What follows belongs to an exercise in optimizing a design on an open flow for small area, a short achievable clock period and few clock cycles; a production flow would make more cautious choices.
Only simulation tests tie the RTL to the original design; equivalence was not proved.

Setup of job 2532:
## ahb1_refill
module ahb1_refill (
    input  wire        clk,
    input  wire        rst,         
    input  wire        start,       
    input  wire        half,        
    input  wire        depth32,     
    input  wire        wave,        
    input  wire [31:0] inc,         
    output wire        ready,
    output wire        done,
    output wire [31:0] phase,
    output wire        mem_we,
    output wire [9:0]  mem_addr,
    output wire [15:0] mem_wdata
);
Size: ~3,000 cells after synthesis, ~170 flip-flops, ~99 I/O pins, ~23,000 um^2 of cells after synthesis.
Settings: LEC_CHECK=0, ABC_AREA=1, CAP_MARGIN=20, CORE_MARGIN=2, CORE_UTILIZATION=60, PLACE_DENSITY=0.7, SLEW_MARGIN=20; clock period 100.0 ns.
standard.sh (not shown) runs the stock make flow with config.mk's settings and CLKGATE_MAP_FILE= SYNTH_SCRIPT=/design/flow/synth_recipe.tcl, a recipe that flattens the netlist after the stock synthesis.
==> flow/flow/run.sh <==
#!/bin/bash
# The standard layout (the standard.sh), with two changes to how it is
# made: the ports are buffered with buf_2 rather than the resizer's default
# choice, and repair_timing aims at a setup slack of at least
# SETUP_SLACK_MARGIN ns at the design's own clock period and constraints.
set -euo pipefail
export SETUP_SLACK_MARGIN=79
export BUFFER_PORTS_ARGS="-buffer_cell sky130_fd_sc_hd__buf_2"
bash standard.sh > standard_flow.log 2>&1
Testbench counts of job 2532, summed over its fixed seeds: cycles 49,672.
What job 7679 does differently from job 2532 at the input level:
# job 2532
export LEC_CHECK = 0
export ABC_AREA = 1
export CAP_MARGIN = 20
export CORE_MARGIN = 2
export CORE_UTILIZATION = 60
export PLACE_DENSITY = 0.7
export SLEW_MARGIN = 20
create_clock -name core_clock -period 100.0 [get_ports {clk}]
# job 7679
export LEC_CHECK = 0
export ABC_AREA = 1
export CAP_MARGIN = 5
export CORE_MARGIN = 2
export CORE_UTILIZATION = 60
export PLACE_DENSITY = 0.7
export SLEW_MARGIN = 5
create_clock -name core_clock -period 100.0 [get_ports {clk}]
--- a/flow/flow/run.sh
+++ b/flow/flow/run.sh
@@ -7 +7 @@
-export SETUP_SLACK_MARGIN=79
+export SETUP_SLACK_MARGIN=79.15
Notes after the runs:
- Wire: job 7679 routes more than job 2532
- Compared job 7679 against job 2532; number of placed instances with taps included within noise.
- Job 7679 vs job 2532, clock period minus final worst setup slack went up by 0.023 ns.
- Per the comparison of job 7679 with job 2532, first-pass GRT wire length went up by about 2%; sequential share of layout area closely matched the old numbers.
- Summary of the comparison: clock-buffer cell count is higher in job 7679, relative to job 2532.
- Going from job 2532 to job 7679, global-route usage grows by 0.45 points.
[inputs] job 2288 vs job 7679
# job 7679
export LEC_CHECK = 0
export ABC_AREA = 1
export CAP_MARGIN = 5
export CORE_MARGIN = 2
export CORE_UTILIZATION = 60
export PLACE_DENSITY = 0.7
export SLEW_MARGIN = 5
create_clock -name core_clock -period 100.0 [get_ports {clk}]
# job 2288
export LEC_CHECK = 0
export ABC_AREA = 1
export CAP_MARGIN = 5
export CORE_MARGIN = 2
export CORE_UTILIZATION = 70
export PLACE_DENSITY = 0.8
export SLEW_MARGIN = 5
create_clock -name core_clock -period 100.0 [get_ports {clk}]
--- a/flow/flow/run.sh
+++ b/flow/flow/run.sh
@@ -7 +7 @@
-export SETUP_SLACK_MARGIN=79.15
+export SETUP_SLACK_MARGIN=79
Notes after the runs:
[job 2288] met1 wire length fell about 9% relative to job 7679
Number of tap cells added at floorplan ends up higher on job 7679.
Job 2288 improves on job 7679 in wire length.
Taking job 7679 as the reference, in job 2288 number of antenna violations at the first check in global routing went down; via-per-instance ratio went up.
Setup changes, job 2288 to job 6857
# job 2288
export LEC_CHECK = 0
export ABC_AREA = 1
export CAP_MARGIN = 5
export CORE_MARGIN = 2
export CORE_UTILIZATION = 70
export PLACE_DENSITY = 0.8
export SLEW_MARGIN = 5
create_clock -name core_clock -period 100.0 [get_ports {clk}]
# job 6857
export LEC_CHECK = 0
export ABC_AREA = 1
export CAP_MARGIN = 0
export CORE_MARGIN = 2
export CORE_UTILIZATION = 60
export PLACE_DENSITY = 0.7
export SLEW_MARGIN = 0
create_clock -name core_clock -period 100.0 [get_ports {clk}]
Findings:
Job 6857 finished end to end and its layout was clean on timing, DRC and antenna.
Delta (job 6857 minus job 2288): delay of the slowest critical-path stage flat; number of logic stages on the critical path including buffering flat; initial antenna violation count up 3; antenna diode count up 1.
Job 6857 ended up with more standard cells than job 2288.
The area of the die of job 6857 exceeds that of job 2288 by 5600 um^2.
~same setup slack in job 2288 and job 6857
Status: fraction of area in registers parity (job 2288, job 6857)
The met2 wirelength from detailed routing of job 2288 and that of job 6857 are within noise of each other.

ahb1_refill again, from the RTL that the note above started with.
Design ahb1_refill, start of the top module:
module ahb1_refill (
    input  wire        clk,
    input  wire        rst,         
    input  wire        start,       
    input  wire        half,        
    input  wire        depth32,     
    input  wire        wave,        
    input  wire [31:0] inc,         
    output wire        ready,
    output wire        done,
    output wire [31:0] phase,
    output wire        mem_we,
    output wire [9:0]  mem_addr,
    output wire [15:0] mem_wdata
);
export LEC_CHECK = 0
export ABC_AREA = 1
export CAP_MARGIN = 5
export CORE_MARGIN = 2
export CORE_UTILIZATION = 70
export CTS_CLUSTER_DIAMETER = 200
export CTS_CLUSTER_SIZE = 40
export PLACE_DENSITY = 0.8
export SLEW_MARGIN = 5
create_clock -name core_clock -period 100.0 [get_ports {clk}]
==> flow/flow/run.sh <==
#!/bin/bash
# The standard layout (the standard.sh), with two changes to how it is
# made: the ports are buffered with buf_2 rather than the resizer's default
# choice, and repair_timing aims at a setup slack of at least
# SETUP_SLACK_MARGIN ns at the design's own clock period and constraints.
set -euo pipefail
export SETUP_SLACK_MARGIN=79
export BUFFER_PORTS_ARGS="-buffer_cell sky130_fd_sc_hd__buf_2"
bash standard.sh > standard_flow.log 2>&1
Testbench counts at the start, summed over its fixed seeds: cycles 49,672.
Rerun with:
Settings changed: CORE_UTILIZATION 70 to 60, CTS_CLUSTER_DIAMETER 200 to not set, CTS_CLUSTER_SIZE 40 to not set, PLACE_DENSITY 0.8 to 0.7.
First-iteration DRC count shrinks by 3.6%.
Cell count grows by 2.1%.
Final area grows by about 0.47%.
Rerun with:
Settings changed: CORE_UTILIZATION 60 to 70, CTS_CLUSTER_DIAMETER set to 150, CTS_CLUSTER_SIZE set to 25, PLACE_DENSITY 0.7 to 0.8.
Result: The new run passed the timing, design-rule and antenna checks. Synthesized area is unchanged. Clock skew fell by 7.0 ps. Setup slack hardly moves. First-iteration DRC count rose by about 3.7%. Core utilization rose by 10 points. Design area fell by 0.46%. Global-route usage rose by 6.1 points. Die area fell by 14%. Cell count fell by about 2%.

== P ==
ahb1_refill, a different RTL version from the one above (not shown whole).
Size in the first run: ~3,200 cells after synthesis, about 99 I/O pins, ~0.024 mm² of cells after synthesis.
make LEC_CHECK=0 ABC_AREA=1 CAP_MARGIN=20 CORE_MARGIN=2 CORE_UTILIZATION=60 PLACE_DENSITY=0.7 SLEW_MARGIN=20 finish   # period 100.0 ns
run.sh (not shown) runs the stock make flow with config.mk's settings and CLKGATE_MAP_FILE= SYNTH_SCRIPT=/design/flow/synth_recipe.tcl, a recipe that flattens the netlist after the stock synthesis.
Stock flow here: none of the scripts above is used.
Testbench counts of P, summed over its fixed seeds: cycles 49,544.
## Diff of input files: Q against P
==> flow/flow/run.sh (new file) <==
#!/bin/bash
# The standard layout (the standard.sh), with two changes to how it is
# made: the ports are buffered with buf_2 rather than the resizer's default
# choice, and repair_timing aims at a setup slack of at least
# SETUP_SLACK_MARGIN ns at the design's own clock period and constraints.
set -euo pipefail
export SETUP_SLACK_MARGIN=79
export BUFFER_PORTS_ARGS="-buffer_cell sky130_fd_sc_hd__buf_2"
bash standard.sh > standard_flow.log 2>&1
==> flow/standard.sh (new file) <==
#!/bin/bash
# synth_recipe.tcl (not shown) runs the flow's synth.tcl, then flattens the netlist and writes it again
# the make line also repeats each setting of config.mk as NAME=value (left out here)
make -C /OpenROAD-flow-scripts/flow DESIGN_CONFIG=/design/flow/config.mk WORK_HOME=/design/flow/orfs CLKGATE_MAP_FILE= SYNTH_SCRIPT=/design/flow/synth_recipe.tcl "${@:-finish}"
removed: flow/run.sh
### Flow results
Q vs. P: post-cts resize count went up by 59.
The core utilization of the finished layout reported for Q is smaller than that of P by 0.37 points.
Per the comparison of Q with P, minimum clock period has decreased; buffers plus inverters on the worst setup path has remained practically unchanged.
Taking P as the reference, in Q data arrival at the endpoint of the critical path fell by 0.64 ns; fmax rose by 3.0%; global routing usage summed across all routing layers rose by 0.56 points.
Diff P..Q | clock network area share | negligible

## 03-25
Another version of the RTL of ahb1_refill (not shown whole).
Size in the first run: ~170 flip-flops, roughly 99 I/O pins, roughly 23000 µm² of cells after synthesis.
==> flow/design.v (excerpt) <==
module ahb1_refill (
    input  wire        clk,
    input  wire        rst,         
    input  wire        start,       
    input  wire        half,        
    input  wire        depth32,     
    input  wire        wave,        
    input  wire [31:0] inc,         
    output wire        ready,
    output wire        done,
    output wire [31:0] phase,
    output wire        mem_we,
    output wire [9:0]  mem_addr,
    output wire [15:0] mem_wdata
);
clock: 100.0 ns
lec_check: 0
abc_area: 1
cap_margin: 5
core_margin: 2
core_utilization: 70
place_density: 0.8
slew_margin: 5
standard.sh (not shown) runs the stock make flow with config.mk's settings and CLKGATE_MAP_FILE= SYNTH_SCRIPT=/design/flow/synth_recipe.tcl, a recipe that flattens the netlist after the stock synthesis.
==> flow/flow/run.sh <==
#!/bin/bash
# The standard layout (the standard.sh), with two changes to how it is
# made: the ports are buffered with buf_2 rather than the resizer's default
# choice, and repair_timing aims at a setup slack of at least
# SETUP_SLACK_MARGIN ns at the design's own clock period and constraints.
set -euo pipefail
export SETUP_SLACK_MARGIN=79.1
export BUFFER_PORTS_ARGS="-buffer_cell sky130_fd_sc_hd__buf_2"
bash standard.sh > standard_flow.log 2>&1
Testbench counts of 03-25, summed over its fixed seeds: cycles 49,672.
Modified inputs, 05-01 compared to 03-25
--- a/flow/flow/run.sh
+++ b/flow/flow/run.sh
@@ -7 +7 @@
-export SETUP_SLACK_MARGIN=79.1
+export SETUP_SLACK_MARGIN=79
### Flow results
Summary of 05-01 over 03-25: area growth from synthesis to layout went down 2.6 points; via count -about 1.5%; global-route wire length before repair lost 2.6%; setup slack up 23 ps.
Compared to 03-25, 05-01 has area share of buffers outside the clock network 2.2 points lower.

## port drivers added, routing unchanged
No port has a modelled driver above. Below, the same layouts with a new extraction and two added sets of constraints.
Step 1 assumes that a clkbuf_16 drives the clock port and a buf_2 every other input.
Step 2, shift: input delay + t, output delay - t, t = (earliest + latest rising clock arrival at the registers) / 2. This alone moves slack from input paths to output paths.
a / b / c = no drivers / after step 1 / after step 2; a / b = the first two.
run | shift t [ns] | setup WS [ns] | hold WS [ns] | worst slew at a driven data input, ns | cell pins on the clock port's net
job 2532 | 0.499 | 78.905 / 78.856 / 78.632 | 0.338 / 0.338 / 0.338 | 0.04 | 1
job 7679 | 0.503 | 78.882 / 78.826 / 78.770 | 0.330 / 0.330 / 0.330 | 0.05 | 1
job 2288 | 0.498 | 78.903 / 78.849 / 78.554 | 0.334 / 0.334 / 0.334 | 0.04 | 1
job 6857 | 0.496 | 78.904 / 78.855 / 78.638 | 0.338 / 0.338 / 0.338 | 0.04 | 1
the first run of note 2 | 0.498 | 78.903 / 78.849 / 78.554 | 0.334 / 0.334 / 0.334 | 0.04 | 1
the second run of note 2 | 0.496 | 78.904 / 78.855 / 78.638 | 0.338 / 0.338 / 0.338 | 0.04 | 1
the third run of note 2 | 0.498 | 78.903 / 78.849 / 78.554 | 0.334 / 0.334 / 0.334 | 0.04 | 1
P | 0.496 | 78.304 / 78.251 / 78.513 | 0.493 / 0.493 / 0.493 | 0.06 | 1
Q | 0.499 | 78.944 / 78.892 / 78.676 | 0.485 / 0.485 / 0.485 | 0.05 | 1
03-25 | 0.512 | 78.985 / 78.934 / 78.663 | 0.354 / 0.354 / 0.354 | 0.08 | 1
05-01 | 0.506 | 79.008 / 78.956 / 78.541 | 0.349 / 0.349 / 0.349 | 0.07 | 1
After both steps every run listed still meets setup and hold. For 05-01, which loses most, drivers alone change the setup slack by -0.052 ns; drivers and shift together by -0.467 ns.
